This design comes from an exercise in tuning for small area and a short achievable clock period on the open sky130 flow, not from production work.
The RTL was checked by simulation tests, not by an equivalence proof against the original design.
No activity file was given, so power comes from the tool's default toggle rates.

== run 1 ==
// fpe_rm
module fpe_rm (
  input  wire         clk,
  input  wire         rst,
  input  wire         link_rst,
  input  wire         rx_valid,
  input  wire [7:0]   rx_data,
  output wire         rx_ready,
  output wire         tx_valid,
  output wire [7:0]   tx_data,
  input  wire         tx_ready,
  input  wire [1:0]   c_req,
  input  wire [1:0]   c_op,
  input  wire [15:0]  c_addr,
  input  wire [9:0]   c_len,
  input  wire [255:0] c_wdata,
  input  wire [1:0]   c_lock,
  output reg  [1:0]   c_gnt,
  output wire [255:0] c_rdata,
  output reg  [1:0]   c_err,
  output wire         diag_valid,
  output wire [2:0]   diag_code
);
  wire         commit_req;
  wire         commit_wr;
  wire         commit_go;
  wire [5:0]   eng_addr;
  wire [4:0]   eng_len;
  wire [127:0] eng_buf;
  wire [3:0]   eng_amt;      
  wire [127:0] rot_out;
  reg          p_er;         
  fpe_engine u_engine (
    .clk        (clk),
    .rst        (rst),
    .link_rst   (link_rst),
    .rx_valid   (rx_valid),
    .rx_data    (rx_data),
    .rx_ready   (rx_ready),
    .tx_valid   (tx_valid),
    .tx_data    (tx_data),
    .tx_ready   (tx_ready),
    .commit_req (commit_req),
    .commit_wr  (commit_wr),
    .commit_go  (commit_go),
    .snap       (p_er),
    .eng_addr   (eng_addr),
    .eng_len    (eng_len),
    .eng_buf    (eng_buf),
    .eng_amt    (eng_amt),
    .rd_win     (rdata_q),
    .diag_valid (diag_valid),
    .diag_code  (diag_code)
  );
  reg own_valid;
  reg own_idx;
  wire eng_sel = commit_req && !own_valid && !link_rst;
  assign commit_go = eng_sel && !rst;
  wire e0 = c_req[0] && !c_gnt[0] && (!own_valid || !own_idx);
  wire e1 = c_req[1] && !c_gnt[1] && (!own_valid ||  own_idx);
  wire gnt0 = !rst && !eng_sel && e0;
  wire gnt1 = !rst && !eng_sel && !e0 && e1;
  wire ok0 = !(c_len[4] && |c_len[3:0]) &&
             ({1'b0, c_addr[7:0]}  + {4'b0000, c_len[4:0]} <= 9'd64);
  wire ok1 = !(c_len[9] && |c_len[8:5]) &&
             ({1'b0, c_addr[15:8]} + {4'b0000, c_len[9:5]} <= 9'd64);
  wire eng_pre = commit_req && !own_valid;
  wire pre0    = !c_gnt[0] && (!own_valid || !own_idx);
  wire [2:0] ag;
  wire rd, s_w0, s_w1, s_bq;
  fpe_pick u_pick (
    .rst      (rst),
    .link_rst (link_rst),
  ...
Size: roughly 3200 cells after synthesis, ~810 flip-flops, about 580 I/O pins, roughly 0.042 mm^2 of cells after synthesis.
clock: 10.0 ns
lec_check: 0
cap_margin: 40
core_margin: 2
core_utilization: 65
cts_buf_list: sky130_fd_sc_hd__clkbuf_4
cts_cluster_size: 20
place_density: 0.75
setup_slack_margin: 5
slew_margin: 20
synth_hierarchical: 1
synth_minimum_keep_size: 0
standard.sh (not shown) runs the stock make flow with config.mk's settings and CLKGATE_MAP_FILE= SYNTH_SCRIPT=/design/flow/synth_recipe.tcl, a recipe that flattens the netlist after the stock synthesis.
==> flow/flow/run.sh <==
#!/bin/bash
# Layout flow: the standard flow (standard.sh), with two changes:
#  * synthesis maps the logic with an ABC script without ORFS's SOP balancing, buffering and sizing
#    (flow/abc_nf.abc: delay-aware mapping with area recovery) in place of ORFS's; the rest of
#    synthesis is the standard flow's own synth_recipe.tcl, unchanged, so the registers
#    are the standard synthesis's;
#  * the port buffers that buffer_ports inserts are sky130_fd_sc_hd__buf_1.
# Each tool's output is in ORFS's logs (orfs/logs/...); make's own output
# goes to flow_make.log.
set -euo pipefail
W=$PWD
{
  cat <<'EOT'
# ABC with the script in OWN_ABC_SCRIPT instead of the one synth.tcl names
proc abc {args} {
  set i [lsearch -exact $args -script]
  if {$i >= 0} {
    set args [lreplace $args [expr {$i + 1}] [expr {$i + 1}] $::env(OWN_ABC_SCRIPT)]
  }
  yosys abc {*}$args
}
EOT
  cat "$W/synth_recipe.tcl"
} > "$W/own_synth.tcl"
export OWN_ABC_SCRIPT="$W/flow/abc_nf.abc"
bash "$W/standard.sh" SYNTH_SCRIPT="$W/own_synth.tcl" \
  "BUFFER_PORTS_ARGS=-buffer_cell sky130_fd_sc_hd__buf_1" finish > "$W/flow_make.log" 2>&1
==> flow/flow/abc_nf.abc <==
strash
&get -n
&st
&dch
&nf
&put
topo
stime -c
The inputs of run 2 differ from those of run 1 as listed below.
- a deleted CTS_CLUSTER_SIZE that had been 20
- a change of CORE_UTILIZATION from 65 to 40
- a deleted CTS_BUF_LIST that had been sky130_fd_sc_hd__clkbuf_4
- a change of PLACE_DENSITY from 0.75 to 0.5
-- flow/flow/run.sh --
<<< run 1, line 6
#    are the standard synthesis's;
#  * the port buffers that buffer_ports inserts are sky130_fd_sc_hd__buf_1.
# Each tool's output is in ORFS's logs (orfs/logs/...); make's own output
>>> run 2, line 6
#    are the standard synthesis's;
#  * the port buffers that buffer_ports inserts are sky130_fd_sc_hd__buf_2.
# Each tool's output is in ORFS's logs (orfs/logs/...); make's own output
<<< run 1, line 26
bash "$W/standard.sh" SYNTH_SCRIPT="$W/own_synth.tcl" \
  "BUFFER_PORTS_ARGS=-buffer_cell sky130_fd_sc_hd__buf_1" finish > "$W/flow_make.log" 2>&1
>>> run 2, line 26
bash "$W/standard.sh" SYNTH_SCRIPT="$W/own_synth.tcl" \
  "BUFFER_PORTS_ARGS=-buffer_cell sky130_fd_sc_hd__buf_2" finish > "$W/flow_make.log" 2>&1
==> run notes <==
- met5 as the highest layer used for signal routing was reported by run 1, and met4 by run 2.
- The higher total placed instance area of run 1 and run 2 is in run 2.
- The higher area growth from synthesis to layout of run 1 and run 2 is in run 2.
- Comparing run 1 with run 2, the post-route clock period utilization came out essentially unchanged.
- Data required time at the worst endpoint, run 1 and run 2: larger value in run 1
- [run 2] clock latency on the worst-skew pair fell 0.42 ns relative to run 1
- Where worst setup slack is concerned, run 1 is better than run 2.
- Compared with run 1, run 2 shows a higher die height.
- Run 2 ended up with a higher routed wire length on met2 than run 1 did.
What run 3 does differently from run 2 at the input level:
- CTS_CLUSTER_SIZE newly set to 30
- PLACE_DENSITY changed from 0.5 to 0.65
- CTS_BUF_LIST newly set to sky130_fd_sc_hd__clkbuf_8 sky130_fd_sc_hd__clkbuf_16
- CORE_UTILIZATION changed from 40 to 55
-- flow/flow/run.sh --
<<< run 2, line 6
#    are the standard synthesis's;
#  * the port buffers that buffer_ports inserts are sky130_fd_sc_hd__buf_2.
# Each tool's output is in ORFS's logs (orfs/logs/...); make's own output
>>> run 3, line 6
#    are the standard synthesis's;
#  * the port buffers that buffer_ports inserts are sky130_fd_sc_hd__buf_1.
# Each tool's output is in ORFS's logs (orfs/logs/...); make's own output
<<< run 2, line 26
bash "$W/standard.sh" SYNTH_SCRIPT="$W/own_synth.tcl" \
  "BUFFER_PORTS_ARGS=-buffer_cell sky130_fd_sc_hd__buf_2" finish > "$W/flow_make.log" 2>&1
>>> run 3, line 26
bash "$W/standard.sh" SYNTH_SCRIPT="$W/own_synth.tcl" \
  "BUFFER_PORTS_ARGS=-buffer_cell sky130_fd_sc_hd__buf_1" finish > "$W/flow_make.log" 2>&1
Run 2 -> run 3: wire length decreased by a few percent
| first-pass iteration count of the detailed router | run 3 vs run 2 | 2 lower |
Run 3 finished every stage and its layout cleared the timing, design-rule and antenna checks.
Between run 3 and run 2, the final worst-path setup slack is higher for run 2.
Of run 3 and run 2, the run reporting the higher half-perimeter wire length of the detailed placement result was run 2.
Changes in run 4 relative to run 3:
- PLACE_DENSITY changed from 0.65 to 0.6
- CTS_BUF_LIST changed from sky130_fd_sc_hd__clkbuf_8 sky130_fd_sc_hd__clkbuf_16 to sky130_fd_sc_hd__clkbuf_8
### Flow results
Run 3 ended up with u_map.cells[354]$_DFFE_PP_ as its endpoint of the most critical setup path; run 4 ended up with rdata_q[38]$_DFF_P_. Of run 4 and run 3, it is run 4 that has the higher via count of the first global-routing pass. The core utilization on run 3 is in line with that on run 4. Number of optimization iterations in the first detailed-route pass across run 3 and run 4: no real change. The run showing the smaller achievable clock frequency is run 3. Across both runs, total wire length after detailed routing was higher for run 4 than for run 3.
What run 5 does differently from run 4 at the input level:
- changing CTS_BUF_LIST from sky130_fd_sc_hd__clkbuf_8 to sky130_fd_sc_hd__clkbuf_8 sky130_fd_sc_hd__clkbuf_16
- changing PLACE_DENSITY from 0.6 to 0.7
- changing CORE_UTILIZATION from 55 to 60
## What came out
- Run 5: flow completed, timing, DRC and antenna clean
- Run 5: routing usage on met3 lower than run 4
- Comparing run 5 and run 4, the higher setup slack was measured on run 4.
- Sum of met2 wire segment lengths after detailed routing, run 5 and run 4, higher one = run 4.
- Changes observed in run 5 relative to run 4: routed wire length fell 0.63%, power per cell area about even.
The inputs of run 6 differ from those of run 5 as listed below.
- changing CORE_UTILIZATION from 60 to 55
- changing PLACE_DENSITY from 0.7 to 0.65
- changing CTS_CLUSTER_SIZE from 30 to 25
- changing CTS_BUF_LIST from sky130_fd_sc_hd__clkbuf_8 sky130_fd_sc_hd__clkbuf_16 to sky130_fd_sc_hd__clkbuf_8
==> comparison <==
Run 6: PASS, flow complete, no timing, DRC or antenna violations. Run 5 has completed all stages; timing, DRC and antenna checks passed. Between run 5 and run 6, portion of the clock cycle consumed by the worst path in the final layout is lower for run 6, run 5 comes in above that. Relative to run 5, run 6 improves worst setup slack. Against run 5, die span in x in run 6 rose by a few percent.

Setup of v46:
fpe_rm again, from the RTL that the note above started with.
Settings: LEC_CHECK=0, CAP_MARGIN=40, CORE_MARGIN=2, CORE_UTILIZATION=55, CTS_BUF_LIST=sky130_fd_sc_hd__clkbuf_4, CTS_CLUSTER_SIZE=20, PLACE_DENSITY=0.65, SETUP_SLACK_MARGIN=5, SLEW_MARGIN=20, SYNTH_HIERARCHICAL=1, SYNTH_MINIMUM_KEEP_SIZE=0; clock period 10.0 ns.
==> flow/flow/run.sh <==
#!/bin/bash
# Layout flow: the standard flow (standard.sh), with two changes:
#  * synthesis maps the logic with an ABC script without ORFS's SOP balancing, buffering and sizing
#    (flow/abc_nf.abc: delay-aware mapping with area recovery) in place of ORFS's; the rest of
#    synthesis is the standard flow's own synth_recipe.tcl, unchanged, so the registers
#    are the standard synthesis's;
#  * the port buffers that buffer_ports inserts are sky130_fd_sc_hd__buf_2.
# Each tool's output is in ORFS's logs (orfs/logs/...); make's own output
# goes to flow_make.log.
set -euo pipefail
W=$PWD
{
  cat <<'EOT'
# ABC with the script in OWN_ABC_SCRIPT instead of the one synth.tcl names
proc abc {args} {
  set i [lsearch -exact $args -script]
  if {$i >= 0} {
    set args [lreplace $args [expr {$i + 1}] [expr {$i + 1}] $::env(OWN_ABC_SCRIPT)]
  }
  yosys abc {*}$args
}
EOT
  cat "$W/synth_recipe.tcl"
} > "$W/own_synth.tcl"
export OWN_ABC_SCRIPT="$W/flow/abc_nf.abc"
bash "$W/standard.sh" SYNTH_SCRIPT="$W/own_synth.tcl" \
  "BUFFER_PORTS_ARGS=-buffer_cell sky130_fd_sc_hd__buf_2" finish > "$W/flow_make.log" 2>&1
Scripts as last shown in full above: flow/flow/abc_nf.abc
v46 went all the way through synthesis, placement and routing and the layout is clean on timing, DRC and antenna.
#### Input delta (v59 over v46)
diff --git a/flow/flow/run.sh b/flow/flow/run.sh
--- a/flow/flow/run.sh
+++ b/flow/flow/run.sh
@@ -5,5 +5,5 @@
 #    synthesis is the standard flow's own synth_recipe.tcl, unchanged, so the registers
 #    are the standard synthesis's;
-#  * the port buffers that buffer_ports inserts are sky130_fd_sc_hd__buf_2.
+#  * the port buffers that buffer_ports inserts are sky130_fd_sc_hd__buf_1.
 # Each tool's output is in ORFS's logs (orfs/logs/...); make's own output
 # goes to flow_make.log.
@@ -25,3 +25,3 @@
 export OWN_ABC_SCRIPT="$W/flow/abc_nf.abc"
 bash "$W/standard.sh" SYNTH_SCRIPT="$W/own_synth.tcl" \
-  "BUFFER_PORTS_ARGS=-buffer_cell sky130_fd_sc_hd__buf_2" finish > "$W/flow_make.log" 2>&1
+  "BUFFER_PORTS_ARGS=-buffer_cell sky130_fd_sc_hd__buf_1" finish > "$W/flow_make.log" 2>&1
==> run notes <==
A cell with the largest stage delay on the worst path of a222oi_1 is what v46 shows, while bufbuf_16 belongs to v59. Diff v46 -> v59: total wirelength of the detailed-routed design now sits higher; proportion of cell area occupied by multi-input gates moved up; total power rose about 0.7%; routability congestion estimate went up; area of all placed cells without fillers stayed essentially flat. The worst hold slack was comparable across v46 and v59.
What v8 does differently from v59 at the input level:
- swapping 40 for 10 in CAP_MARGIN
- swapping 20 for 30 in CTS_CLUSTER_SIZE
- swapping sky130_fd_sc_hd__clkbuf_4 for sky130_fd_sc_hd__clkbuf_8 in CTS_BUF_LIST
- swapping 20 for 10 in SLEW_MARGIN
--- outcome ---
Taking v59 as the reference, in v8 DRC violations left essentially unchanged; final critical-path required period flat; relative slew slack went up 0.95 points; leakage component of the power comparable. v59 -> v8: synthesized cell count delta 0, exact match. Register area across v8 and v59: no real change. According to the power report, total power for v8 is higher than for v59. v59 has a higher iteration count of the initial detailed-routing pass than v8. | clock latency at the later pin of the worst-skew pair | higher: v59 |.
Changes in v33 relative to v8:
- CORE_UTILIZATION: 55 -> 60
- PLACE_DENSITY: 0.65 -> 0.7
- CAP_MARGIN: 10 -> 40
- SLEW_MARGIN: 10 -> 20
- CTS_BUF_LIST: sky130_fd_sc_hd__clkbuf_8 -> sky130_fd_sc_hd__clkbuf_8 sky130_fd_sc_hd__clkbuf_16
==> flow/flow/abc_nf.abc <==
strash
&get -n
&st
&dch
&nf -R 1000
&put
topo
stime -c
==> run notes <==
The clock share of power reported for v33 is greater than that of v8 by 2.1 points. v33 ends up with lower sequential share of layout area than v8 does. The net switching power of v33 and that of v8 are within noise of each other. Looking at met2 usage in global routing, v33 sits 2.7 points higher than v8 does. On v33: area after synthesis is 0.70% lower than what v8 gave.
The following lists how v47 was set up differently from v33:
- removing CTS_CLUSTER_SIZE (formerly 30)
- changing SETUP_SLACK_MARGIN from 5 to 4
- removing CTS_BUF_LIST (formerly sky130_fd_sc_hd__clkbuf_8 sky130_fd_sc_hd__clkbuf_16)
- changing CORE_UTILIZATION from 60 to 40
- changing PLACE_DENSITY from 0.7 to 0.5
diff --git a/flow/flow/run.sh b/flow/flow/run.sh
--- a/flow/flow/run.sh
+++ b/flow/flow/run.sh
@@ -5,5 +5,5 @@
 #    synthesis is the standard flow's own synth_recipe.tcl, unchanged, so the registers
 #    are the standard synthesis's;
-#  * the port buffers that buffer_ports inserts are sky130_fd_sc_hd__buf_1.
+#  * the port buffers that buffer_ports inserts are sky130_fd_sc_hd__buf_2.
 # Each tool's output is in ORFS's logs (orfs/logs/...); make's own output
 # goes to flow_make.log.
@@ -25,3 +25,3 @@
 export OWN_ABC_SCRIPT="$W/flow/abc_nf.abc"
 bash "$W/standard.sh" SYNTH_SCRIPT="$W/own_synth.tcl" \
-  "BUFFER_PORTS_ARGS=-buffer_cell sky130_fd_sc_hd__buf_1" finish > "$W/flow_make.log" 2>&1
+  "BUFFER_PORTS_ARGS=-buffer_cell sky130_fd_sc_hd__buf_2" finish > "$W/flow_make.log" 2>&1
==> flow/flow/abc_nf.abc <==
strash
&get -n
&st
&dch
&nf
&put
topo
stime -c
--- outcome ---
- Number of detailed-routing iterations run before antenna repair in v47 is 6 lower than in v33
- Taking v33 as 1.0, v47 lands at 1.06 on routed wire length.
- Delta (v47 minus v33): net count reported at finish down 3.6%, combinational share of power down 4.9 points.
- Largest net degree at the start of global routing delta for v47 relative to v33: 120% higher
--- input diff v47..v4 ---
- PLACE_DENSITY: 0.5 -> 0.65
- CORE_UTILIZATION: 40 -> 55
- SETUP_SLACK_MARGIN: 4 -> 5
Results
v4 went all the way through synthesis, placement and routing and the layout is clean on timing, DRC and antenna. Route | v4 vs v47 | wire shorter in v4. [compare] base=v47 new=v4: non-clock buffer count rose by 38, total number of vias rose by about 4.6%, via count of the first global-routing pass rose by about 0.8%, fraction of met3 tracks used by global routing rose by 4.6 points. On v4: actual slew at the worst max-slew pin is 110 ps lower than what v47 gave. Going from v47 to v4, net switching power figure grows by 3.1%. v47 vs v4, capture point of the critical path: rdata_q[62]$_DFF_P_ vs rdata_q[22]$_DFF_P_. Peak fanout along the critical path for v4: 157 down relative to v47. Comparing v47 and v4, the higher number of well-tap cells placed is on v47. Comparing v47 against v4, there is no change at all in count of inverters not on the clock network in the layout.

==> static timing again, ports no longer ideal <==
Ports are ideal in the flow. The routed layouts listed here were re-timed in OpenROAD.
Step 1, drivers: a clkbuf_16 drives clk and a buf_2 each remaining input, both assumed.
Step 2, shift: input delay + t, output delay - t, t = (earliest + latest rising clock arrival at the registers) / 2. This alone moves slack from input paths to output paths.
Three values: ideal, step 1, step 2; two values: the first two.
| run | t, ns | setup slack, ns | worst slew at a driven data input, ns |
|---|---|---|---|
| run 1 | 1.109 | 4.841 / 4.884 / 3.774 | 0.07 |
| run 2 | 0.748 | 4.832 / 4.852 / 4.104 | 0.07 |
| run 3 | 0.717 | 4.792 / 4.823 / 4.106 | 0.08 |
| run 4 | 0.863 | 4.886 / 4.929 / 4.066 | 0.08 |
| run 5 | 0.720 | 4.865 / 4.901 / 4.181 | 0.08 |
| run 6 | 0.875 | 4.917 / 4.931 / 4.056 | 0.08 |
| v46 | 1.104 | 4.857 / 4.901 / 3.797 | 0.07 |
| v59 | 1.110 | 4.841 / 4.885 / 3.775 | 0.08 |
| v8 | 0.877 | 4.840 / 4.869 / 3.992 | 0.08 |
| v33 | 0.718 | 4.679 / 4.703 / 3.985 | 0.07 |
| v47 | 0.751 | 3.919 / 3.967 / 3.216 | 0.06 |
| v4 | 0.708 | 4.798 / 4.805 / 4.098 | 0.07 |
After both steps setup and hold are still met in every run listed. The setup slack of run 1, which loses most, moves by +0.043 ns with the drivers and by -1.067 ns with both steps.
